Context: an optimization exercise on an open-source flow, tuned for small area, a short achievable clock period and few clock cycles. The choices shown serve that exercise and are no tape-out recipe. In this exercise RTL edits were held to simulation tests only and were not proved equivalent to the original. Power and IR drop assume default switching activity.

$ cat design/flow/design.v
module lutic (
    input  wire        clk,
    input  wire        rst,
    input  wire        reg_wr,
    input  wire [11:0] reg_addr,
    input  wire [31:0] reg_wdata,
    output reg  [31:0] reg_rdata,
    output wire        irq,
    output reg         mem_req,
    output reg         mem_we,
    output reg  [1:0]  mem_size,
    output reg  [31:0] mem_addr,
    output reg  [31:0] mem_wdata,
    input  wire        mem_ready,
    input  wire [31:0] mem_rdata
);
    localparam [31:0] ID_VALUE = 32'h534C0007;
    localparam [3:0] OPC_NOP      = 4'h0;
    localparam [3:0] OPC_VALIDATE = 4'h1;
    localparam [3:0] OPC_UNLOCK   = 4'h2;
    localparam [3:0] OPC_COMPOSE  = 4'h3;
    localparam [3:0] OPC_GATHER   = 4'h4;
    localparam [3:0] OPC_LUTREAD  = 4'h5;
    localparam [3:0] OPC_MAPPIXEL = 4'h6;
    localparam [3:0] OPC_MAPROW   = 4'h7;
    localparam [3:0] OPC_MAPPLANE = 4'h8;
    localparam [3:0] OPC_APPLY    = 4'h9;
    localparam [7:0] F_CFG_ARITY       = 8'h01;
    localparam [7:0] F_CFG_DEPTH       = 8'h02;
    localparam [7:0] F_CFG_LUT_WIDTH   = 8'h03;
    localparam [7:0] F_CFG_LUT_PLANES  = 8'h04;
    localparam [7:0] F_CFG_NDST        = 8'h05;
    localparam [7:0] F_CFG_ROUTE       = 8'h06;
    localparam [7:0] F_CFG_LUT_ADDR    = 8'h07;
    localparam [7:0] F_FMT_CONTAINER   = 8'h10;
    localparam [7:0] F_FMT_SUBSAMPLING = 8'h11;
    localparam [7:0] F_FMT_DIM         = 8'h12;
    localparam [7:0] F_FMT_BOUNDS      = 8'h13;
    localparam [7:0] F_CS_DST_FORMAT   = 8'h20;
    localparam [7:0] F_CMD_ILLEGAL     = 8'h30;
    localparam [7:0] F_CMD_NOT_VALID   = 8'h31;
    localparam [7:0] F_CMD_POS_RANGE   = 8'h32;
    localparam [7:0] F_CMD_IDX_RANGE   = 8'h33;
    localparam [7:0] F_FRM_ALIGN       = 8'h40;
    localparam [7:0] F_FRM_STRIDE      = 8'h41;
    localparam [7:0] F_FRM_RANGE       = 8'h42;
    localparam [7:0] F_EXE_SAMPLE      = 8'h50;
    localparam [2:0] S_IDLE = 3'd0;
    localparam [2:0] S_PRE  = 3'd1;    
    localparam [2:0] S_VAL  = 3'd2;    
    localparam [2:0] S_FRM  = 3'd3;    
    localparam [2:0] S_PI   = 3'd4;    
    localparam [2:0] S_RUN  = 3'd5;    
    localparam [2:0] S_END  = 3'd6;    
    localparam [1:0] OP_G = 2'd0;      
    localparam [1:0] OP_F = 2'd1;      
    localparam [1:0] OP_W = 2'd2;      
    reg  [2:0]   ctrl_ie;
    reg          st_busy, st_done, st_fault, st_werr, st_cfg_valid;
    reg  [7:0]   fault_code;
    reg  [15:0]  pos_x, pos_y;
    reg  [23:0]  idx_r;
    reg  [31:0]  result_r;
    reg  [47:0]  samp_r;               
    reg  [31:0]  fault_pos;            
    reg  [7:0]   fault_unit;
    reg  [1:0]   fault_slot, fault_lane;
    reg          fault_posv, fault_addrv;
    reg  [31:0]  fault_addr;           
    reg  [1:0]   cfg_arity, cfg_srccw, cfg_dstcw, cfg_dstfmt, cfg_ndst;
    reg  [2:0]   cfg_lutnpl;
    reg  [4:0]   cfg_depth;
    reg  [24:0]  lut_width;
    reg  [5:0]   pk_lane;
    reg  [5:0]   dst_lutpl;
    reg  [26:0]  route;                
    reg  [127:0] lutp;                 
    reg  [143:0] pw, ph;               
    reg  [35:0]  pss;                  
    reg  [287:0] pbase, pstride;
    assign irq = (st_done & ctrl_ie[0]) | (st_fault & ctrl_ie[1]) | (st_werr & ctrl_ie[2]);
    function automatic [31:0] sel32(input [287:0] v, input [3:0] u);
        integer i;
        begin
            sel32 = 32'd0;
            for (i = 0; i < 9; i = i + 1)
                sel32 = sel32 | ({32{u == i}} & v[32*i +: 32]);
        end
    endfunction
    function automatic [15:0] sel16(input [143:0] v, input [3:0] u);
        integer i;
        begin
            sel16 = 16'd0;
            for (i = 0; i < 9; i = i + 1)
                sel16 = sel16 | ({16{u == i}} & v[16*i +: 16]);
        end
    endfunction
    function automatic [3:0] sel4(input [35:0] v, input [3:0] u);
        integer i;
        begin
            sel4 = 4'd0;
            for (i = 0; i < 9; i = i + 1)
                sel4 = sel4 | ({4{u == i}} & v[4*i +: 4]);
        end
    endfunction
    function automatic dp_used(input [1:0] dd, input pk, input [1:0] nd);
        dp_used = pk ? (dd == 2'd0) : ({1'b0, dd} < {1'b0, nd});
    endfunction
    function automatic [2:0] route_of(input [26:0] rt, input [1:0] dd, input [1:0] kk);
        reg [8:0] r9;
        begin
            r9 = (dd == 2'd0) ? rt[8:0] : (dd == 2'd1) ? rt[17:9] : rt[26:18];
            route_of = (kk == 2'd0) ? r9[2:0] : (kk == 2'd1) ? r9[5:3] : r9[8:6];
        end
    endfunction
    function automatic is_depth(input [4:0] b);
        is_depth = (b == 5'd8) || (b == 5'd10) || (b == 5'd12) || (b == 5'd14) || (b == 5'd16);
    endfunction
    function automatic [23:0] compose(input [47:0] s, input [1:0] a, input [4:0] b);
        reg [23:0] t1;
        begin
            case (b)
                5'd8:    t1 = {s[31:16], 8'd0};
                5'd10:   t1 = {s[29:16], 10'd0};
                default: t1 = {s[27:16], 12'd0};
            endcase
            compose = {8'd0, s[15:0]} | ((a >= 2'd2) ? t1 : 24'd0) |
                      ((a == 2'd3) ? {s[39:32], 16'd0} : 24'd0);
        end
    endfunction
    function automatic [3:0] msb16(input [15:0] v);
        integer i;
        begin
            msb16 = 4'd0;
            for (i = 0; i < 16; i = i + 1)
                if (v[i]) msb16 = i[3:0];
        end
    endfunction
    function automatic [4:0] blen16(input [15:0] v);
        integer i;
        begin
            blen16 = 5'd0;
            for (i = 0; i < 16; i = i + 1)
                if (v[i]) blen16 = i[4:0] + 5'd1;
        end
    endfunction
    function automatic [5:0] blen32(input [31:0] v);
        integer i;
        begin
            blen32 = 6'd0;
            for (i = 0; i < 32; i = i + 1)
                if (v[i]) blen32 = i[5:0] + 6'd1;
        end
    endfunction
    wire        is_packed = (cfg_dstfmt == 2'd1) || (cfg_dstfmt == 2'd2);
    wire [2:0]  lanes  = (cfg_dstfmt == 2'd2) ? 3'd4 : 3'd3;
    wire [2:0]  pix_c  = is_packed ? lanes : 3'd1;
    wire        sblg   = cfg_srccw[0];
    wire [1:0]  dblg   = cfg_dstcw;
    wire [1:0]  A      = cfg_arity;
    wire [4:0]  B      = cfg_depth;
    wire [15:0] dpw0 = pw[16*6 +: 16], dpw1 = pw[16*7 +: 16], dpw2 = pw[16*8 +: 16];
    wire [15:0] dph0 = ph[16*6 +: 16], dph1 = ph[16*7 +: 16], dph2 = ph[16*8 +: 16];
    wire [3:0]  dps0 = pss[4*6 +: 4],  dps1 = pss[4*7 +: 4],  dps2 = pss[4*8 +: 4];
    wire        uniform_plan = !is_packed && (cfg_ndst == 2'd3) &&
                               (dpw0 == dpw1) && (dpw0 == dpw2) &&
                               (dph0 == dph1) && (dph0 == dph2) &&
                               (dps0 == dps1) && (dps0 == dps2);
    reg  [8:0]  p_ss3, p_dz;
    integer     pi_;
    always @* begin
        for (pi_ = 0; pi_ < 9; pi_ = pi_ + 1) begin
            p_ss3[pi_] = (pss[4*pi_ +: 2] == 2'd3) || (pss[4*pi_+2 +: 2] == 2'd3);
            p_dz[pi_]  = (pw[16*pi_ +: 16] == 16'd0) || (ph[16*pi_ +: 16] == 16'd0);
        end
    end
    reg  [2:0]   state;
    reg  [3:0]   opc;                  
    reg  [1:0]   cmd_d, cmp_a;
    reg  [4:0]   cmp_b;
    reg          cmd_bad;              
    reg  [1:0]   op, grp, k, c, d_cur;
    reg          pixmaj;               
    reg  [47:0]  g_s;                  
    reg  [95:0]  v;                    
    reg  [287:0] ptr;                  
    reg  [8:0]   pend;                 
    reg  [15:0]  edone;                
    reg  [1:0]   ms;                   
    reg  [3:0]   mi;                   
    reg  [33:0]  acc;
    reg          ck_v;                 
    reg  [7:0]   ck_code, ck_unit;
    reg  [1:0]   ck_slot, ck_lane;
    reg          ovf;
    reg          dfresh, dgat;         
    reg  [1:0]   dslot, dk;
    reg  [2:0]   dj;
    wire [15:0]  wx = fault_pos[15:0];
    wire [15:0]  wy = fault_pos[31:16];
    localparam integer NV = 47;
    reg  [NV-1:0] vc;                  
    reg  [7:0]    vcode [0:NV-1];
    reg  [7:0]    vunit [0:NV-1];
    reg  [1:0]    vslot [0:NV-1];
    reg  [1:0]    vlane [0:NV-1];
    reg           vf;
    reg  [7:0]    v_code, v_unit;
    reg  [1:0]    v_slot, v_lane;
    reg  [NV-1:0] vfirst;
    reg           vseen;
    integer       vd, vk, vp, vi, vn;
    reg  [2:0]    vj;
    reg  [4:0]    vab;
    always @* begin
        for (vi = 0; vi < NV; vi = vi + 1) begin
            vc[vi] = 1'b0; vcode[vi] = 8'd0; vunit[vi] = 8'd0; vslot[vi] = 2'd0; vlane[vi] = 2'd0;
        end
        vab = B * A;
        vj = 3'd0;
        vc[0] = (A == 2'd0);                                    vcode[0] = F_CFG_ARITY;
        vc[1] = !is_depth(B) || (A == 2'd2 && B > 5'd12) || (A == 2'd3 && B > 5'd8);
                                                                vcode[1] = F_CFG_DEPTH;
        vc[2] = (cfg_srccw != ((B == 5'd8) ? 2'd0 : 2'd1)) || cfg_dstcw == 2'd3;
                                                                vcode[2] = F_FMT_CONTAINER;
        vc[3] = cfg_dstfmt == 2'd3 || (is_packed && cfg_dstcw == 2'd2);
                                                                vcode[3] = F_CS_DST_FORMAT;
        vc[4] = is_packed && dps0 != 4'd0;                      vcode[4] = F_CS_DST_FORMAT; vunit[4] = 8'h01;
        vc[5] = (!is_packed && cfg_ndst != 2'd1 && cfg_ndst != 2'd3) || (is_packed && cfg_ndst != 2'd1);
                                                                vcode[5] = F_CFG_NDST;
        vc[6] = lut_width != (25'd1 << vab);                    vcode[6] = F_CFG_LUT_WIDTH;
        vc[7] = (cfg_lutnpl != 3'd1 && cfg_lutnpl != 3'd3 && cfg_lutnpl != 3'd4) ||
                (is_packed && cfg_lutnpl < 3'd3);               vcode[7] = F_CFG_LUT_PLANES;
        for (vp = 0; vp < 3; vp = vp + 1) begin
            vc[8+vp] = is_packed && {1'b0, pk_lane[2*vp +: 2]} >= cfg_lutnpl;
            vcode[8+vp] = F_CFG_LUT_PLANES; vlane[8+vp] = vp[1:0];
        end
        for (vd = 0; vd < 3; vd = vd + 1) begin
            vc[11+vd] = !is_packed && dp_used(vd[1:0], is_packed, cfg_ndst) && {1'b0, dst_lutpl[2*vd +: 2]} >= cfg_lutnpl;
            vcode[11+vd] = F_CFG_LUT_PLANES; vunit[11+vd] = 8'h01 + vd[7:0];
        end
        for (vd = 0; vd < 3; vd = vd + 1)
            for (vk = 0; vk < 3; vk = vk + 1) begin
                vn = 14 + 3*vd + vk;
                vc[vn] = dp_used(vd[1:0], is_packed, cfg_ndst) && vk < A && route_of(route, vd[1:0], vk[1:0]) >= 3'd6;
                vcode[vn] = F_CFG_ROUTE; vunit[vn] = 8'h01 + vd[7:0]; vslot[vn] = vk[1:0];
            end
        for (vd = 0; vd < 3; vd = vd + 1) begin
            vc[23+vd] = dp_used(vd[1:0], is_packed, cfg_ndst) && p_ss3[6+vd];
            vcode[23+vd] = F_FMT_SUBSAMPLING; vunit[23+vd] = 8'h01 + vd[7:0];
            vc[35+vd] = dp_used(vd[1:0], is_packed, cfg_ndst) && p_dz[6+vd];
            vcode[35+vd] = F_FMT_DIM; vunit[35+vd] = 8'h01 + vd[7:0];
        end
        for (vd = 0; vd < 3; vd = vd + 1)
            for (vk = 0; vk < 3; vk = vk + 1) begin
                vj = route_of(route, vd[1:0], vk[1:0]);
                vn = 3*vd + vk;
                vc[26+vn] = dp_used(vd[1:0], is_packed, cfg_ndst) && vk < A && p_ss3[vj];
                vcode[26+vn] = F_FMT_SUBSAMPLING; vunit[26+vn] = 8'h10 + {5'd0, vj};
                vc[38+vn] = dp_used(vd[1:0], is_packed, cfg_ndst) && vk < A && p_dz[vj];
                vcode[38+vn] = F_FMT_DIM; vunit[38+vn] = 8'h10 + {5'd0, vj};
            end
        vseen = 1'b0;
        for (vi = 0; vi < NV; vi = vi + 1) begin
            vfirst[vi] = vc[vi] && !vseen;
            vseen = vseen | vc[vi];
        end
        vf = |vc;
        v_code = 8'd0; v_unit = 8'd0; v_slot = 2'd0; v_lane = 2'd0;
        for (vi = 0; vi < NV; vi = vi + 1) begin
            v_code = v_code | ({8{vfirst[vi]}} & vcode[vi]);
            v_unit = v_unit | ({8{vfirst[vi]}} & vunit[vi]);
            v_slot = v_slot | ({2{vfirst[vi]}} & vslot[vi]);
            v_lane = v_lane | ({2{vfirst[vi]}} & vlane[vi]);
        end
    end
    reg        pf;
    reg [7:0]  p_code, p_unit;
    reg        p_posv;
    reg        cf;                     
    reg [1:0]  cf_slot;
    integer    ck;
    wire [15:0] cmd_w = sel16(pw, 4'd6 + {2'd0, cmd_d});
    wire [15:0] cmd_h = sel16(ph, 4'd6 + {2'd0, cmd_d});
    always @* begin
        pf = cmd_bad; p_code = cmd_bad ? F_CMD_ILLEGAL : 8'd0; p_unit = 8'd0; p_posv = 1'b0;
        if (!pf && opc >= OPC_GATHER && opc <= OPC_APPLY && !st_cfg_valid) begin
            pf = 1'b1; p_code = F_CMD_NOT_VALID;
        end
        if (!pf && opc == OPC_COMPOSE &&
            (cmp_a == 2'd0 || !is_depth(cmp_b) || (cmp_a == 2'd2 && cmp_b > 5'd12) || (cmp_a == 2'd3 && cmp_b > 5'd8))) begin
            pf = 1'b1; p_code = F_CMD_ILLEGAL;
        end
        if (!pf && (opc == OPC_GATHER || opc == OPC_MAPPIXEL || opc == OPC_MAPROW || opc == OPC_MAPPLANE) &&
            ((!is_packed && cmd_d >= cfg_ndst) || (is_packed && cmd_d != 2'd0))) begin
            pf = 1'b1; p_code = F_CMD_ILLEGAL;
        end
        if (!pf && opc == OPC_LUTREAD && {1'b0, cmd_d} >= cfg_lutnpl) begin
            pf = 1'b1; p_code = F_CMD_ILLEGAL;
        end
        if (!pf && (opc == OPC_GATHER || opc == OPC_MAPPIXEL) &&
            (pos_x >= cmd_w || pos_y >= cmd_h)) begin
            pf = 1'b1; p_code = F_CMD_POS_RANGE; p_unit = 8'h01 + {6'd0, cmd_d}; p_posv = 1'b1;
        end
        if (!pf && opc == OPC_MAPROW && pos_y >= cmd_h) begin
            pf = 1'b1; p_code = F_CMD_POS_RANGE; p_unit = 8'h01 + {6'd0, cmd_d}; p_posv = 1'b1;
        end
        if (!pf && opc == OPC_LUTREAD && {1'b0, idx_r} >= lut_width) begin
            pf = 1'b1; p_code = F_CMD_IDX_RANGE; p_unit = 8'h20 + {6'd0, cmd_d};
        end
        cf = 1'b0; cf_slot = 2'd0;
        for (ck = 0; ck < 3; ck = ck + 1)
            if (!cf && ck < cmp_a && ({16'd0, samp_r[16*ck +: 16]} >> cmp_b) != 32'd0) begin
                cf = 1'b1; cf_slot = ck[1:0];
            end
    end
    wire [1:0]  dg     = pixmaj ? grp : d_cur;        
    wire [1:0]  w_d    = pixmaj ? c : d_cur;          
    wire [3:0]  walk_u = 4'd6 + {2'd0, d_cur};
    wire [15:0] walk_w = sel16(pw, walk_u);
    wire [15:0] walk_h = sel16(ph, walk_u);
    wire [3:0]  walk_ss = sel4(pss, walk_u);
    wire [1:0]  wdx    = walk_ss[1:0];
    wire [1:0]  wdy    = walk_ss[3:2];
    reg  [5:0]  src_used;
    integer     ud, uk;
    always @* begin
        src_used = 6'd0;
        for (ud = 0; ud < 3; ud = ud + 1)
            for (uk = 0; uk < 3; uk = uk + 1)
                if ((pixmaj || ud == d_cur) && uk < A)
                    src_used = src_used | (6'd1 << route_of(route, ud[1:0], uk[1:0]));
    end
    wire [2:0]  dst_used = (opc == OPC_GATHER) ? 3'b000 : pixmaj ? 3'b111 : (3'b001 << d_cur);
    reg  [5:0]  src_nz;
    integer     nj;
    reg  [1:0]  nsy;
    reg  [15:0] ny1;
    always @* begin
        ny1 = wy + 16'd1;
        for (nj = 0; nj < 6; nj = nj + 1) begin
            nsy = pss[4*nj+2 +: 2];
            if (wdy >= nsy)
                src_nz[nj] = 1'b1;
            else if (is_packed)
                src_nz[nj] = (nsy == 2'd1) ? (wy[0] == 1'b0) : (wy[1:0] == 2'd0);
            else
                src_nz[nj] = ((nsy - wdy) == 2'd1) ? (ny1[0] == 1'b0) : (ny1[1:0] == 2'd0);
        end
    end
    reg  [15:0] e_en;
    integer     ei;
    always @* begin
        e_en = 16'd0;
        if (state == S_VAL) begin
            for (ei = 0; ei < 9; ei = ei + 1)
                e_en[3+ei] = dp_used(ei / 3, is_packed, cfg_ndst) && (ei % 3) < A;
            for (ei = 0; ei < 4; ei = ei + 1)
                e_en[12+ei] = ei < cfg_lutnpl;
        end else if (state == S_FRM) begin
            for (ei = 0; ei < 3; ei = ei + 1)
                e_en[ei] = (opc == OPC_APPLY) ? dp_used(ei, is_packed, cfg_ndst)
                                              : (ei == cmd_d && opc != OPC_GATHER);
            for (ei = 0; ei < 9; ei = ei + 1)
                e_en[3+ei] = ((opc == OPC_APPLY) ? dp_used(ei / 3, is_packed, cfg_ndst) : (ei / 3 == cmd_d)) &&
                             (ei % 3) < A;
        end else begin
            e_en[8:0] = {dst_used, src_used};
        end
    end
    reg  [3:0]  e;
    reg         e_v;
    reg  [3:0]  au_r;                  
    wire [15:0] e_rem  = e_en & ~edone & ~({15'd0, e_v} << e);
    reg  [3:0]  e_nx;
    integer     ej;
    always @* begin
        e_nx = 4'd0;
        for (ej = 15; ej >= 0; ej = ej - 1)
            if (e_rem[ej]) e_nx = ej[3:0];
    end
    wire        e_nx_any = (e_rem != 16'd0);
    function automatic [3:0] ent_dk(input [3:0] en);
        case (en)
            4'd0:  ent_dk = {2'd0, 2'd0};
            4'd1:  ent_dk = {2'd1, 2'd0};
            4'd2:  ent_dk = {2'd2, 2'd0};
            4'd3:  ent_dk = {2'd0, 2'd0};
            4'd4:  ent_dk = {2'd0, 2'd1};
            4'd5:  ent_dk = {2'd0, 2'd2};
            4'd6:  ent_dk = {2'd1, 2'd0};
            4'd7:  ent_dk = {2'd1, 2'd1};
            4'd8:  ent_dk = {2'd1, 2'd2};
            4'd9:  ent_dk = {2'd2, 2'd0};
            4'd10: ent_dk = {2'd2, 2'd1};
            default: ent_dk = {2'd2, 2'd2};
        endcase
    endfunction
    wire [3:0]  e_dk   = ent_dk(e);
    wire [1:0]  e_d    = e_dk[3:2];
    wire [1:0]  e_k    = e_dk[1:0];
    wire        e_isdp = (e < 4'd3);
    wire [2:0]  e_j    = route_of(route, e_d, e_k);
    wire [1:0]  e_p    = e[1:0];
    wire [3:0]  nx_dk  = ent_dk(e_nx);
    wire [2:0]  nx_j   = route_of(route, nx_dk[3:2], nx_dk[1:0]);
    wire [3:0]  au_nx  = (state == S_PI) ? e_nx :
                         (state == S_FRM && e_nx < 4'd3) ? 4'd6 + {2'd0, nx_dk[3:2]} : {1'b0, nx_j};
    reg  [3:0]  pu;
    integer     pj;
    always @* begin
        pu = 4'd0;
        for (pj = 8; pj >= 0; pj = pj - 1)
            if (pend[pj]) pu = pj[3:0];
    end
    reg  [3:0]  au;
    always @* begin
        if (state == S_RUN) au = pu;
        else                au = au_r;
    end
    wire [15:0] a_w      = sel16(pw, au);
    wire [15:0] a_h      = sel16(ph, au);
    wire [3:0]  a_ss     = sel4(pss, au);
    wire [31:0] a_base   = sel32(pbase, au);
    wire [31:0] a_stride = sel32(pstride, au);
    wire [31:0] a_ptr    = sel32(ptr, au);
    wire        a_isdp   = (au >= 4'd6);
    wire [17:0] pi_ys  = ({2'b00, wy} << wdy) >> a_ss[3:2];
    wire [15:0] pi_row = a_isdp ? (is_packed ? (a_h - 16'd1 - wy) : wy) : pi_ys[15:0];
    wire [15:0] m_val  = (state == S_PI) ? pi_row : (a_h - 16'd1);
    wire [3:0]  m_msb  = msb16(m_val);
    wire        m_zero = (m_val == 16'd0);
    wire        m_bit  = m_val[mi];
    wire [1:0]  f_nlg   = a_isdp ? dblg : {1'b0, sblg};
    wire [17:0] f_wc    = a_isdp ? ((cfg_dstfmt == 2'd2) ? {a_w, 2'b00} :
                                    (cfg_dstfmt == 2'd1) ? ({2'b00, a_w} + {1'b0, a_w, 1'b0}) : {2'b00, a_w})
                                 : {2'b00, a_w};
    wire        f_bad_align  = (a_base[1:0] & ((2'd1 << f_nlg) - 2'd1)) != 2'd0;
    wire        f_bad_stride = a_stride < {14'd0, f_wc};
    wire [6:0]  f_e     = {2'b00, blen16(a_h)} + {1'b0, blen32(a_stride)} + {5'd0, f_nlg};
    wire [31:0] f_lowm  = ~(32'hFFFFFFFF << f_e[4:0]);
    wire        f_quick = (f_e <= 7'd31) && !(&(a_base | f_lowm));
    wire [3:0]  b_du   = 4'd6 + {2'd0, e_d};
    wire [15:0] b_dw   = sel16(pw, b_du);
    wire [15:0] b_dh   = sel16(ph, b_du);
    wire [3:0]  b_dss  = sel4(pss, b_du);
    wire [17:0] b_xs   = ({2'b00, b_dw - 16'd1} << b_dss[1:0]) >> a_ss[1:0];
    wire [17:0] b_ys   = ({2'b00, b_dh - 16'd1} << b_dss[3:2]) >> a_ss[3:2];
    wire        b_bad  = (b_xs >= {2'b00, a_w}) || (b_ys >= {2'b00, a_h});
    wire [31:0] l_base = (e_p == 2'd0) ? lutp[31:0] : (e_p == 2'd1) ? lutp[63:32] :
                         (e_p == 2'd2) ? lutp[95:64] : lutp[127:96];
    wire        l_misal = (l_base[1:0] & ((2'd1 << dblg) - 2'd1)) != 2'd0;
    wire [1:0]  r_s    = (wdy >= a_ss[3:2]) ? (wdy - a_ss[3:2]) : 2'd0;
    wire [31:0] r_step = (a_isdp ? a_stride : (a_stride << r_s)) << f_nlg;
    wire        e_fin = e_v && ((ms == 2'd3) ||
                                (ms == 2'd0 && ((state == S_FRM) ? f_quick : m_zero)));
    reg  [35:0] alu_a, alu_b;
    reg         alu_ci;
    always @* begin
        alu_a = {2'b00, acc}; alu_b = 36'd0; alu_ci = 1'b0;
        case (state)
            S_RUN: begin
                alu_a = {4'd0, a_ptr};
                if (!a_isdp && is_packed) begin
                    alu_b = {4'hF, ~r_step}; alu_ci = 1'b1;
                end else
                    alu_b = {4'd0, r_step};
            end
            S_VAL: begin
                alu_a = {9'd0, lut_width, 2'b00} >> (2'd2 - dblg);
                alu_b = {4'd0, l_base};
            end
            default: begin                                    
                case (ms)
                    2'd0: begin alu_a = 36'd0; alu_b = {4'd0, a_base}; end
                    2'd1: begin alu_a = {1'b0, acc, 1'b0}; alu_b = m_bit ? {4'd0, a_stride} : 36'd0; end
                    2'd2: begin alu_a = {2'b00, acc}; alu_b = {18'd0, f_wc}; end
                    default: begin
                        alu_a = {2'b00, acc} << f_nlg;
                        alu_b = {4'd0, a_base};
                    end
                endcase
            end
        endcase
    end
    wire [35:0] alu_s    = alu_a + alu_b + {35'd0, alu_ci};
    wire        alu_big  = (alu_s > 36'h1_0000_0000);      
    wire        alu_ovf  = (alu_s[35:33] != 3'd0);
    wire [15:0] rd16   = sblg ? mem_rdata[15:0] : {8'd0, mem_rdata[7:0]};
    wire [15:0] bmask  = 16'hFFFF << B;
    wire        rd_bad = dfresh && dgat && ((rd16 & bmask) != 16'd0);
    wire [31:0] rd_val = (dblg == 2'd0) ? {24'd0, mem_rdata[7:0]} :
                         (dblg == 2'd1) ? {16'd0, mem_rdata[15:0]} : mem_rdata;
    reg  [47:0] gs_new;
    reg  [95:0] v_new;
    always @* begin
        gs_new = g_s;
        v_new  = v;
        if (dfresh && dgat)  gs_new[16*dslot +: 16] = rd16;
        if (dfresh && !dgat) v_new[32*dslot +: 32] = rd_val;
    end
    wire [2:0]  j_cur  = route_of(route, dg, k);
    wire [1:0]  sx_j   = pss[4*j_cur +: 2];
    wire [17:0] xs     = ({2'b00, wx} << wdx) >> sx_j;
    wire [3:0]  u_bus  = (op == OP_W) ? 4'd6 + {2'd0, w_d} : {1'b0, j_cur};
    wire [31:0] ptr_bus = sel32(ptr, u_bus);
    wire [1:0]  f_p    = (opc == OPC_LUTREAD) ? cmd_d :
                         is_packed ? pk_lane[2*c +: 2] : dst_lutpl[2*dg +: 2];
    wire [31:0] lutp_bus = (f_p == 2'd0) ? lutp[31:0] : (f_p == 2'd1) ? lutp[63:32] :
                           (f_p == 2'd2) ? lutp[95:64] : lutp[127:96];
    wire [23:0] idx_cur = (opc == OPC_LUTREAD) ? idx_r : compose(gs_new, A, B);
    wire [17:0] x3     = {2'b00, wx} + {1'b0, wx, 1'b0};
    wire [17:0] col    = !is_packed ? {2'b00, wx} :
                         ((cfg_dstfmt == 2'd2) ? {wx, 2'b00} : x3) + {16'd0, c};
    reg  [25:0] opb;
    always @* begin
        case (op)
            OP_G:    opb = {7'd0, xs, 1'b0} >> !sblg;
            OP_F:    opb = {idx_cur, 2'b00} >> (2'd2 - dblg);
            default: opb = {6'd0, col, 2'b00} >> (2'd2 - dblg);
        endcase
    end
    wire [31:0] opa = (op == OP_F) ? lutp_bus : ptr_bus;
    wire        stall = (op == OP_G) ? pend[j_cur] : (op == OP_W) ? pend[6 + w_d] : 1'b0;
    wire        run_req = (state == S_RUN) && !stall && !rd_bad;
    wire        hs = run_req && mem_ready;
    wire [1:0]  wl = (is_packed || pixmaj) ? c : 2'd0;
    always @* begin
        mem_req   = run_req;
        mem_we    = (op == OP_W);
        mem_size  = (op == OP_G) ? {1'b0, sblg} : dblg;
        mem_addr  = opa + {6'd0, opb};
        mem_wdata = (dfresh && !dgat && dslot == wl) ? mem_rdata : v[32*wl +: 32];
    end
    reg        n_done, n_plane;
    reg [1:0]  n_op, n_grp, n_k, n_c, n_d;
    reg [15:0] n_x, n_y;
    reg        pix_end, row_chg;
    wire       last_col = (wx + 16'd1 >= walk_w);
    wire       multi_row = (opc == OPC_MAPPLANE) || (opc == OPC_APPLY);
    wire       more_rows = is_packed ? (wy != 16'd0) : (wy + 16'd1 < walk_h);
    wire       last_g = (op == OP_G) && ({1'b0, k} + 3'd1 >= {1'b0, A}) && (!pixmaj || grp == 2'd2);
    always @* begin
        n_done = 1'b0; n_plane = 1'b0; n_op = op; n_grp = grp; n_k = k; n_c = c; n_d = d_cur;
        n_x = wx; n_y = wy; pix_end = 1'b0; row_chg = 1'b0;
        case (op)
            OP_G: begin
                if ({1'b0, k} + 3'd1 < {1'b0, A}) n_k = k + 2'd1;
                else if (opc == OPC_GATHER) n_done = 1'b1;
                else begin n_op = OP_F; n_c = 2'd0; end
            end
            OP_F: begin
                if (opc == OPC_LUTREAD) n_done = 1'b1;
                else if (is_packed && c != 2'd2) n_c = c + 2'd1;
                else if (pixmaj && grp != 2'd2) begin
                    n_grp = grp + 2'd1; n_op = OP_G; n_k = 2'd0;
                end else begin
                    n_op = OP_W; n_c = 2'd0;
                end
            end
            default: begin
                if ((is_packed || pixmaj) && c != 2'd2) n_c = c + 2'd1;
                else pix_end = 1'b1;
            end
        endcase
        if (pix_end) begin
            n_op = OP_G; n_k = 2'd0; n_c = 2'd0; n_grp = 2'd0;
            if (opc == OPC_MAPPIXEL) n_done = 1'b1;
            else if (!last_col) n_x = wx + 16'd1;
            else if (!multi_row) n_done = 1'b1;
            else begin
                n_x = 16'd0;
                if (more_rows) begin
                    row_chg = 1'b1;
                    n_y = is_packed ? wy - 16'd1 : wy + 16'd1;
                end else if (opc == OPC_APPLY && !pixmaj && !is_packed && {1'b0, d_cur} + 3'd1 < {1'b0, cfg_ndst}) begin
                    n_plane = 1'b1; n_d = d_cur + 2'd1; n_y = 16'd0;
                end else n_done = 1'b1;
            end
        end
    end
    wire [5:0] set_src = (hs && last_g && last_col && multi_row && more_rows) ? (src_used & src_nz) : 6'd0;
    wire [2:0] set_dst = (hs && row_chg) ? dst_used : 3'd0;
    wire [8:0] clr_p   = (pend != 9'd0) ? (9'd1 << pu) : 9'd0;
    wire [9:0] wa = reg_addr[11:2];
    wire       is_pln = (wa >= 10'h010 && wa <= 10'h016) || (wa >= 10'h018 && wa <= 10'h01B) ||
                        (wa >= 10'h020 && wa <= 10'h02B && wa[1] == 1'b0) ||
                        (wa >= 10'h040 && wa <= 10'h057 && wa[1] == 1'b0);
    wire       is_frm = (wa >= 10'h020 && wa <= 10'h02B && wa[1] == 1'b1) ||
                        (wa >= 10'h040 && wa <= 10'h057 && wa[1] == 1'b1);
    wire       is_opr = (wa == 10'h004) || (wa == 10'h005) || (wa >= 10'h008 && wa <= 10'h00A);
    wire       is_cmd = (wa == 10'h003);
    wire       wr_ok  = is_cmd ? (!st_busy && !st_fault) :
                        is_pln ? (!st_busy && !st_cfg_valid) :
                        (is_frm || is_opr) ? !st_busy : 1'b0;
    wire       wr_err = (is_cmd || is_pln || is_frm || is_opr) && !wr_ok;
    wire       wr_dp = (wa[9:2] >= 8'h08) && (wa[9:2] <= 8'h0A);
    wire       wr_sp = (wa[9:2] >= 8'h10) && (wa[9:2] <= 8'h15);
    wire [3:0] wr_u  = wr_dp ? (4'd6 + {2'd0, wa[3:2]}) : {1'b0, wa[4:2]};
    wire [3:0] w_opc = reg_wdata[3:0];
    wire       w_bad = (w_opc >= 4'hA) ||
                       ((w_opc == OPC_NOP || w_opc == OPC_VALIDATE || w_opc == OPC_UNLOCK || w_opc == OPC_APPLY) && reg_wdata[31:4] != 28'd0) ||
                       (w_opc == OPC_COMPOSE && (reg_wdata[31:13] != 19'd0 || reg_wdata[5:4] != 2'd0)) ||
                       (w_opc >= OPC_GATHER && w_opc <= OPC_MAPPLANE && reg_wdata[31:6] != 26'd0);
    task automatic raise(input [7:0] code, input [7:0] unit, input [1:0] slot, input [1:0] lane,
                         input posv, input addrv);
        begin
            fault_code  <= code;
            fault_unit  <= unit;
            fault_slot  <= slot;
            fault_lane  <= lane;
            fault_posv  <= posv;
            fault_addrv <= addrv;
            st_fault    <= 1'b1;
            st_busy     <= 1'b0;
            state       <= S_IDLE;
        end
    endtask
    task automatic complete;
        begin
            st_busy <= 1'b0;
            st_done <= 1'b1;
            state   <= S_IDLE;
        end
    endtask
    wire [31:0] wd  = reg_wdata & {32{~rst}};
    wire        hwe = reg_wr && wr_ok;
    always @(posedge clk) begin
        if (rst || (reg_wr && wa == 10'h001)) ctrl_ie <= wd[2:0];
        if (rst || (hwe && wa == 10'h004)) begin pos_x <= wd[15:0]; pos_y <= wd[31:16]; end
        if (rst || (hwe && wa == 10'h010)) begin
            cfg_arity <= wd[1:0]; cfg_srccw <= wd[3:2];
            cfg_dstcw <= wd[5:4]; cfg_dstfmt <= wd[7:6];
            cfg_ndst <= wd[9:8]; cfg_lutnpl <= wd[12:10];
            cfg_depth <= wd[20:16];
        end
        if (rst || (hwe && wa == 10'h011)) lut_width <= wd[24:0];
        if (rst || (hwe && wa == 10'h012)) pk_lane <= rst ? 6'h24 : wd[5:0];
        if (rst || (hwe && wa == 10'h013)) dst_lutpl <= wd[5:0];
        if (rst || (hwe && wa == 10'h014)) route[8:0]   <= {wd[10:8], wd[6:4], wd[2:0]};
        if (rst || (hwe && wa == 10'h015)) route[17:9]  <= {wd[10:8], wd[6:4], wd[2:0]};
        if (rst || (hwe && wa == 10'h016)) route[26:18] <= {wd[10:8], wd[6:4], wd[2:0]};
        if (rst || (hwe && wa == 10'h018)) lutp[31:0]   <= wd;
        if (rst || (hwe && wa == 10'h019)) lutp[63:32]  <= wd;
        if (rst || (hwe && wa == 10'h01A)) lutp[95:64]  <= wd;
        if (rst || (hwe && wa == 10'h01B)) lutp[127:96] <= wd;
        for (wi = 0; wi < 9; wi = wi + 1) begin
            if (rst || (hwe && (wr_dp || wr_sp) && wr_u == wi && wa[1:0] == 2'd0)) begin
                pw[16*wi +: 16] <= wd[15:0]; ph[16*wi +: 16] <= wd[31:16];
            end
            if (rst || (hwe && (wr_dp || wr_sp) && wr_u == wi && wa[1:0] == 2'd1)) pss[4*wi +: 4] <= wd[3:0];
            if (rst || (hwe && (wr_dp || wr_sp) && wr_u == wi && wa[1:0] == 2'd2)) pbase[32*wi +: 32] <= wd;
            if (rst || (hwe && (wr_dp || wr_sp) && wr_u == wi && wa[1:0] == 2'd3)) pstride[32*wi +: 32] <= wd;
        end
    end
    integer wi;
    always @(posedge clk) begin
        if (rst) begin
            st_busy <= 1'b0; st_done <= 1'b0; st_fault <= 1'b0; st_werr <= 1'b0; st_cfg_valid <= 1'b0;
            fault_code <= 8'd0; fault_unit <= 8'd0; fault_slot <= 2'd0; fault_lane <= 2'd0;
            fault_posv <= 1'b0; fault_addrv <= 1'b0;
            idx_r <= 24'd0; result_r <= 32'd0; samp_r <= 48'd0;
            state <= S_IDLE; dfresh <= 1'b0; dgat <= 1'b0; pend <= 9'd0;
        end else begin
            if (reg_wr) begin
                if (wr_err) st_werr <= 1'b1;
                if (wa == 10'h002) begin
                    if (reg_wdata[1]) st_done <= 1'b0;
                    if (reg_wdata[3]) st_werr <= 1'b0;
                    if (reg_wdata[2]) begin
                        st_fault <= 1'b0; fault_code <= 8'd0; fault_unit <= 8'd0; fault_slot <= 2'd0;
                        fault_lane <= 2'd0; fault_posv <= 1'b0; fault_addrv <= 1'b0;
                    end
                end
                if (wr_ok) begin
                    case (wa)
                        10'h003: begin
                            opc <= w_opc; cmd_d <= reg_wdata[5:4]; cmp_a <= reg_wdata[7:6];
                            cmp_b <= reg_wdata[12:8]; cmd_bad <= w_bad;
                            st_busy <= 1'b1; st_done <= 1'b0; state <= S_PRE;
                        end
                        10'h005: idx_r <= reg_wdata[23:0];
                        10'h008: samp_r[15:0]  <= reg_wdata[15:0];
                        10'h009: samp_r[31:16] <= reg_wdata[15:0];
                        10'h00A: samp_r[47:32] <= reg_wdata[15:0];
                        default: ;
                    endcase
                end
            end
            case (state)
                S_PRE: begin
                    op <= OP_G; grp <= 2'd0; k <= 2'd0; c <= 2'd0; ms <= 2'd0;
                    edone <= 16'd0; e_v <= 1'b0; pend <= 9'd0; dfresh <= 1'b0;
                    ck_v <= vf; ck_code <= v_code; ck_unit <= v_unit; ck_slot <= v_slot; ck_lane <= v_lane;
                    d_cur <= (opc == OPC_APPLY) ? 2'd0 : cmd_d;
                    pixmaj <= (opc == OPC_APPLY) && uniform_plan;
                    fault_pos[15:0] <= (opc == OPC_GATHER || opc == OPC_MAPPIXEL) ? pos_x : 16'd0;
                    fault_pos[31:16] <= (opc == OPC_GATHER || opc == OPC_MAPPIXEL || opc == OPC_MAPROW) ? pos_y :
                                        is_packed ? dph0 - 16'd1 : 16'd0;
                    if (pf) begin
                        raise(p_code, p_unit, 2'd0, 2'd0, p_posv, 1'b0);
                        fault_pos <= {pos_y, pos_x};
                    end else begin
                        case (opc)
                            OPC_VALIDATE: state <= S_VAL;
                            OPC_UNLOCK: begin st_cfg_valid <= 1'b0; complete(); end
                            OPC_COMPOSE: begin
                                if (cf) raise(F_EXE_SAMPLE, 8'd0, cf_slot, 2'd0, 1'b0, 1'b0);
                                else begin idx_r <= compose(samp_r, cmp_a, cmp_b); complete(); end
                            end
                            OPC_LUTREAD: begin op <= OP_F; state <= S_RUN; end
                            OPC_GATHER, OPC_MAPPIXEL, OPC_MAPROW, OPC_MAPPLANE, OPC_APPLY: begin
                                state <= S_FRM; ck_v <= 1'b0;
                            end
                            default: complete();    
                        endcase
                    end
                end
                S_VAL: begin
                    ck_v <= e_v && ((e < 4'd12) ? b_bad : (l_misal || alu_big));
                    ck_code <= (e < 4'd12) ? F_FMT_BOUNDS : F_CFG_LUT_ADDR;
                    ck_unit <= (e < 4'd12) ? 8'h01 + {6'd0, e_d} : 8'h20 + {6'd0, e_p};
                    ck_slot <= (e < 4'd12) ? e_k : 2'd0;
                    ck_lane <= 2'd0;
                    if (!e_v && !e_nx_any && !ck_v) begin st_cfg_valid <= 1'b1; complete(); end
                    e <= e_nx; au_r <= au_nx; e_v <= e_nx_any;
                    if (e_v) edone[e] <= 1'b1;
                    if (ck_v) raise(ck_code, ck_unit, ck_slot, ck_lane, 1'b0, 1'b0);
                end
                S_FRM: begin
                    ck_v <= e_v && (((ms == 2'd0) && (f_bad_align || f_bad_stride)) || ((ms == 2'd3) && (ovf || alu_big)));
                    ck_code <= (ms == 2'd3) ? F_FRM_RANGE : f_bad_align ? F_FRM_ALIGN : F_FRM_STRIDE;
                    ck_unit <= a_isdp ? 8'h01 + {6'd0, e_d} : 8'h10 + {5'd0, e_j};
                    ck_slot <= 2'd0; ck_lane <= 2'd0;
                    if (!e_v || e_fin) begin
                        e <= e_nx; au_r <= au_nx; e_v <= e_nx_any;
                        if (e_v) edone[e] <= 1'b1;
                        if (!e_nx_any) begin
                            state <= S_PI; edone <= 16'd0; e_v <= 1'b0; ms <= 2'd0;
                        end
                    end
                    if (e_v) case (ms)
                        2'd0: begin
                            if (!f_quick) begin
                                ovf <= 1'b0;
                                acc <= m_zero ? 34'd0 : {2'b00, a_stride};
                                mi  <= m_msb - 4'd1;
                                ms  <= (m_msb == 4'd0) ? 2'd2 : 2'd1;
                            end
                        end
                        2'd1: begin
                            acc <= alu_s[33:0];
                            if (alu_ovf) ovf <= 1'b1;
                            mi <= mi - 4'd1;
                            if (mi == 4'd0) ms <= 2'd2;
                        end
                        2'd2: begin
                            acc <= alu_s[33:0];
                            if (alu_ovf) ovf <= 1'b1;
                            ms <= 2'd3;
                        end
                        default: ms <= 2'd0;
                    endcase
                    if (ck_v) raise(ck_code, ck_unit, ck_slot, ck_lane, 1'b0, 1'b0);
                end
                S_PI: begin
                    ck_v <= 1'b0;
                    if (!e_v || e_fin) begin
                        e <= e_nx; au_r <= au_nx; e_v <= e_nx_any;
                        if (e_v) edone[e] <= 1'b1;
                        if (!e_nx_any) state <= S_RUN;
                    end
                    if (e_v) case (ms)
                        2'd0: begin
                            if (m_zero)
                                ptr[32*e +: 32] <= alu_s[31:0];
                            else begin
                                acc <= {2'b00, a_stride};
                                mi  <= m_msb - 4'd1;
                                ms  <= (m_msb == 4'd0) ? 2'd3 : 2'd1;
                            end
                        end
                        2'd1: begin
                            acc <= alu_s[33:0];
                            mi <= mi - 4'd1;
                            if (mi == 4'd0) ms <= 2'd3;
                        end
                        default: begin
                            ptr[32*e +: 32] <= alu_s[31:0];
                            ms <= 2'd0;
                        end
                    endcase
                    if (ck_v) raise(ck_code, ck_unit, ck_slot, ck_lane, 1'b0, 1'b0);
                end
                S_RUN: begin
                    if (rd_bad)
                        raise(F_EXE_SAMPLE, 8'h10 + {5'd0, dj}, dk, 2'd0, 1'b1, 1'b1);
                    else begin
                        g_s <= gs_new;
                        v   <= v_new;
                        if (pend != 9'd0) ptr[32*pu +: 32] <= alu_s[31:0];
                        pend <= (pend & ~clr_p) | {set_dst, set_src};
                        dfresh <= hs && (op != OP_W);
                        if (hs) begin
                            dgat <= (op == OP_G); dslot <= (op == OP_G) ? k : (is_packed ? c : grp);
                            dj <= j_cur; dk <= k;
                            if (op == OP_G) fault_addr <= mem_addr;
                            if (n_done) begin
                                if (op == OP_W) begin
                                    if (opc == OPC_MAPPIXEL) begin
                                        samp_r   <= {(A == 2'd3) ? g_s[47:32] : 16'd0,
                                                     (A >= 2'd2) ? g_s[31:16] : 16'd0, g_s[15:0]};
                                        idx_r    <= compose(g_s, A, B);
                                        result_r <= v_new[31:0];
                                    end
                                    complete();
                                end else
                                    state <= S_END;
                            end else begin
                                op <= n_op; grp <= n_grp; k <= n_k; c <= n_c; d_cur <= n_d;
                                fault_pos <= {n_y, n_x};
                                if (n_plane) begin
                                    state <= S_PI; edone <= 16'd0; e_v <= 1'b0; ms <= 2'd0;
                                end
                            end
                        end
                    end
                end
                S_END: begin
                    dfresh <= 1'b0;
                    if (rd_bad)
                        raise(F_EXE_SAMPLE, 8'h10 + {5'd0, dj}, dk, 2'd0, 1'b1, 1'b1);
                    else begin
                        if (opc == OPC_GATHER)
                            samp_r <= {(A == 2'd3) ? gs_new[47:32] : 16'd0,
                                       (A >= 2'd2) ? gs_new[31:16] : 16'd0, gs_new[15:0]};
                        else
                            result_r <= rd_val;
                        complete();
                    end
                end
                default: ;
            endcase
        end
    end
    integer ri;
    reg     ph_hit;
    always @* begin
        reg_rdata =
            ({32{wa == 10'h000}} & ID_VALUE) |
            ({32{wa == 10'h001}} & {29'd0, ctrl_ie}) |
            ({32{wa == 10'h002}} & {16'd0, fault_code, 3'd0, st_cfg_valid, st_werr, st_fault, st_done, st_busy}) |
            ({32{wa == 10'h004}} & {pos_y, pos_x}) |
            ({32{wa == 10'h005}} & {8'd0, idx_r}) |
            ({32{wa == 10'h006}} & result_r) |
            ({32{wa == 10'h008}} & {16'd0, samp_r[15:0]}) |
            ({32{wa == 10'h009}} & {16'd0, samp_r[31:16]}) |
            ({32{wa == 10'h00A}} & {16'd0, samp_r[47:32]}) |
            ({32{wa == 10'h00C && fault_posv}} & fault_pos) |
            ({32{wa == 10'h00D}} & {18'd0, fault_addrv, fault_posv, fault_lane, fault_slot, fault_unit}) |
            ({32{wa == 10'h00E && fault_addrv}} & fault_addr) |
            ({32{wa == 10'h010}} & {11'd0, cfg_depth, 3'd0, cfg_lutnpl, cfg_ndst, cfg_dstfmt, cfg_dstcw, cfg_srccw, cfg_arity}) |
            ({32{wa == 10'h011}} & {7'd0, lut_width}) |
            ({32{wa == 10'h012}} & {26'd0, pk_lane}) |
            ({32{wa == 10'h013}} & {26'd0, dst_lutpl}) |
            ({32{wa == 10'h014}} & {21'd0, route[8:6], 1'b0, route[5:3], 1'b0, route[2:0]}) |
            ({32{wa == 10'h015}} & {21'd0, route[17:15], 1'b0, route[14:12], 1'b0, route[11:9]}) |
            ({32{wa == 10'h016}} & {21'd0, route[26:24], 1'b0, route[23:21], 1'b0, route[20:18]}) |
            ({32{wa == 10'h018}} & lutp[31:0]) |
            ({32{wa == 10'h019}} & lutp[63:32]) |
            ({32{wa == 10'h01A}} & lutp[95:64]) |
            ({32{wa == 10'h01B}} & lutp[127:96]);
        for (ri = 0; ri < 9; ri = ri + 1) begin
            ph_hit = (ri < 6) ? (wa[9:2] == 8'h10 + ri) : (wa[9:2] == 8'h08 + ri - 6);
            reg_rdata = reg_rdata |
                ({32{ph_hit && wa[1:0] == 2'd0}} & {ph[16*ri +: 16], pw[16*ri +: 16]}) |
                ({32{ph_hit && wa[1:0] == 2'd1}} & {28'd0, pss[4*ri +: 4]}) |
                ({32{ph_hit && wa[1:0] == 2'd2}} & pbase[32*ri +: 32]) |
                ({32{ph_hit && wa[1:0] == 2'd3}} & pstride[32*ri +: 32]);
        end
    end
endmodule
$ cat design/flow/run.sh
#!/bin/bash
# synth_recipe.tcl (not shown) runs the flow's synth.tcl, then flattens the netlist and writes it again
# the make line also repeats each setting of config.mk as NAME=value (left out here)
make -C /OpenROAD-flow-scripts/flow DESIGN_CONFIG=/design/flow/config.mk WORK_HOME=/design/flow/orfs CLKGATE_MAP_FILE= SYNTH_SCRIPT=/design/flow/synth_recipe.tcl finish
$ cat design/flow/config.mk
export PLATFORM = sky130hd
export DESIGN_NAME = lutic
export DESIGN_NICKNAME = lutic
export VERILOG_FILES = /design/flow/design.v
export SDC_FILE = /design/flow/constraint.sdc
export NUM_CORES = 4
export LEC_CHECK = 0
export CAP_MARGIN = 35
export CELL_PAD_IN_SITES_DETAIL_PLACEMENT = 1
export CELL_PAD_IN_SITES_GLOBAL_PLACEMENT = 2
export CORE_MARGIN = 2
export CORE_UTILIZATION = 25
export PLACE_DENSITY = 0.55
export SETUP_SLACK_MARGIN = 5
export SLEW_MARGIN = 35
$ cat design/flow/constraint.sdc
create_clock -name core_clock -period 22.0 [get_ports {clk}]
set_input_delay 4.4000 -clock core_clock [delete_from_list [all_inputs] [get_ports {clk}]]
set_output_delay 4.4000 -clock core_clock [all_outputs]
set_load 0.01 [all_outputs]
==> flow_summary.yaml <==
setup_path:
  critPathCaptureType: "register"
  cpMaxStageDelayCell: "nand2_2"
  rrSetupSlack_ps: 5800
  cpPeakStageDelay_ps: 900
  critical_path.most_common_cell: "buf_4"
  startpoint_type: "register"
  worstPathMaxFanout: 31
  critical_path_class: "register to register"
  arrival_ps: 16990
  required_ps: 22790
synthesis:
  yosys-top-cells-area: "edfxtp_1 41%, a221oi_1 5.2%, mux2i_1 3.9%"
  ys_seq_area_frac: 0.429
  synth_ff_type: "edfxtp_1"
  synth_edf_count: 1755
  synth_common_cells: "1,755 x edfxtp_1, 1,347 x nand2_1, 1,029 x nor2_1"
  synth_top_area_frac: 0.406
  yosys.area.top_type: "edfxtp_1"
  synthArstFlopShare: 0
  syn_area_um2: 130000
  ys_types: 110
  syn-num-nets: 14100
  syn_inst: 13700
  syn_avg_cell_area_um2: 9.49
  synth_most_common_cell: "edfxtp_1"
  ys_warn_count: 5
  ys_ff_latch: 1904
power_and_ir_drop:
  power_density_nw_per_um2: 80.7
  power_leakage_nw: 52.9
  peakVddDrop_v: 0.0000801
floorplanning:
  fp.dieH_um: 725
  start_util: 0.251
  row_count: 264
  io_pins: 181
  die-area_um2: 525000
  fp.dieW_um: 725
  core-area_um2: 517000
cts:
  cts_resized: 0
  h-tree-depth: 4
  post-cts-setup-buffers: 0
  cts_buffer_depth: 4
  clk_pin_slew_ps: 70
  cts_buffers: 245
  cts.sinks: 1904
  worstSkewPairLatency_ps: 1080
  clockRootBuffer: "clkbuf_16"
  cts_tree: "done"
  ctsHoldBuffers: 0
drt:
  postRouteAntennaNets: 0
  dr.pass1.iters: 8
  post-route-drc-count: 0
  routed_wl_mm: 1020
  avgRoutedWirePerCell_um: 48.8
  drt_iter0_markers: 26000
  vias_per_cell: 6.73
  via_count: 141000
worst_hold_path:
  hp-class: "register to register"
global_route:
  grt_usage: 0.371
  grt_pass1_wl_mm: 1320
  grt_pass1_vias: 130000
  antenna_found_initial: 210
  grt_start_max_net_pins: 144
  gr-total-overflow: 0
sta:
  finalHoldViolations: 0
  slew_headroom: 0.143
  period_minus_slack_ps: 16200
  final.setup.tns_ps: 0
  hold_ws_ps: 462
  worstMarginPinSlew_ps: 1290
  layout_setup_ws_ps: 5800
  setup_violations: 0
  drv_slew: 0
  fmax_mhz: 61.7
  clock_skew_ps: 92.0
  fin_crit_sh: 0.736
  rsz0062_at_grt: "no"
cells_and_area:
  multiInputGateArea_um2: 70300
  final_net_count: 14200
  fill_cells: 58400
  utilization: 0.296
  drive_gt1_frac: 0.134
  synthToLayoutAreaGrowth_pct: 18.0
  ff_latch_area_um2: 55700
  instances_no_fill: 20900
placed_design:
  dp_hpwl_mm: 738
  dp.cells: 20300
  io_buffers: 178
  gp_congestion: 1.06
  pre_cts_ws_ps: 5890
run_status:
  status: "complete, no violations"
run:
  maxCapViolations: 0
-- where the power goes --
part	internal [W]	leakage (nW)	total [W]	switching, W
Clock	0.00238	3.92	0.00432	0.00194
Combinational	0.00101	31.2	0.00351	0.00251
Sequential	0.00421	17.8	0.00454	0.000327
-- cells by family (layout without fill, tap and decap cells) --
kind of cell,count (synthesis),after routing,synth area share
compound gates,4870,4870,0.264
simple gates,3930,3930,0.141
flops,1904,1904,0.429
buf+inv,1624,1852,0.0483
mux,714,714,0.0628
fa+ha+maj,375,375,0.0373
xor+xnor,265,265,0.0179
other cells,0,105,0
-- final timing paths --
path	to	from	depth (start not counted)
setup / recovery	ck_v$_DFFE_PP_	state[0]$_SDFF_PP0_	49
hold reg to reg	fault_unit[4]$_SDFF_PP0_	fault_unit[4]$_SDFF_PP0_	2
setup reg to reg	ck_v$_DFFE_PP_	state[0]$_SDFF_PP0_	49
hold / removal	fault_unit[4]$_SDFF_PP0_	fault_unit[4]$_SDFF_PP0_	2
-- final cells by class --
cell class | instances | share of cell area
sequential | 1904 | 0.364
timing repair buffer | 997 | 0.0566
clock inverter | 149 | 0.00960
inverter | 396 | 0.00975
tap | 6916 | 0.0565
multi-input combinational | 10200 | 0.459
clock buffer | 310 | 0.0431
antenna | 105 | 0.00172
-- per-stage QoR --
| step | power [W] | instance area (um^2) |
|---|---|---|
| finish | 0.0124 | 153000 |
| global route | 0.0126 | 153000 |
| CTS | 0.0122 | 152000 |
| detailed placement | 0.00792 | 144000 |
| global placement | 0.00789 | 143000 |
| floorplan | 0.00613 | 130000 |
-- critical path: cells and delay by family, from the launching register on --
kind / cells / cell delay (ps)
xor gates and xnor gates: 2 / 630
muxes: 1 / 210
buffers and inverters: 6 / 2400
and+or+nand+nor: 12 / 4290
adders and majority gates: 4 / 1640
DFF: 1 / 310
AOI/OAI and AO/OA: 24 / 6290
-- per-layer routing --
layer	track usage	up-vias	routed length [um]
met1	0.459	72900	389000
met4	0.273	90	91000
li1	-	54100	-
met2	0.508	11100	402000
met5	0.0108	-	1630
met3	0.160	2813	139000
-- registers in the layout, summed over array words and instances (netlist names), 24 cells and up --
register,cells
route,27
pw,144
g_s,48
lut_width,25
result_r,32
ptr,288
pstride,288
ph,144
samp_r,48
v,96
lutp,128
fault_pos,32
pbase,288
idx_r,24
pss,36
acc,34
fault_addr,32
-- layout by cell type (no fill, tap or decap), types with 105 or more instances in the layout --
cell type        instances
nand3_1                319
a21oi_1                993
clkbuf_16              249
clkdlybuf4s50_1        176
ha_1                   336
nor2_1                 969
diode_2                105
o21ai_0                719
nand4_1                191
o22ai_1                220
a22o_1                 223
nor4_1                 122
nand2_1               1314
mux2_2                 137
dfxtp_1                143
buf_4                  746
a222oi_1               237
o211ai_1               151
inv_1                  376
a22oi_1                475
a211oi_1               117
mux2i_1                506
edfxtp_1              1755
a221oi_1               770
nor3_1                 219
a31oi_1                113
xnor2_1                184
Testbench counts, summed over its fixed seeds: cycles 135,289.

## port drivers added, routing unchanged
No port has a modelled driver above. Below, the same layout with a new extraction and two added sets of constraints. Step 1, drivers: a clkbuf_16 drives clk and a buf_2 each remaining input, both assumed. Step 2 also shifts input and output timing later by t, the mid clock arrival at the registers, as if the neighbouring blocks saw the same clock. Three values: ideal ports, drivers, drivers and shift; two values: the first two.
t, ns: 1.159
slack for setup (ns): 5.804 / 5.804 / 5.804
hold slack, ns: 0.462 / 0.462 / 0.462
worst setup path at the end: register to register
worst data-port slew with drivers (ns): 0.21
After both steps setup and hold are still met in this run. The setup slack of this run moves by 0.000 ns with the drivers and by 0.000 ns with both steps.
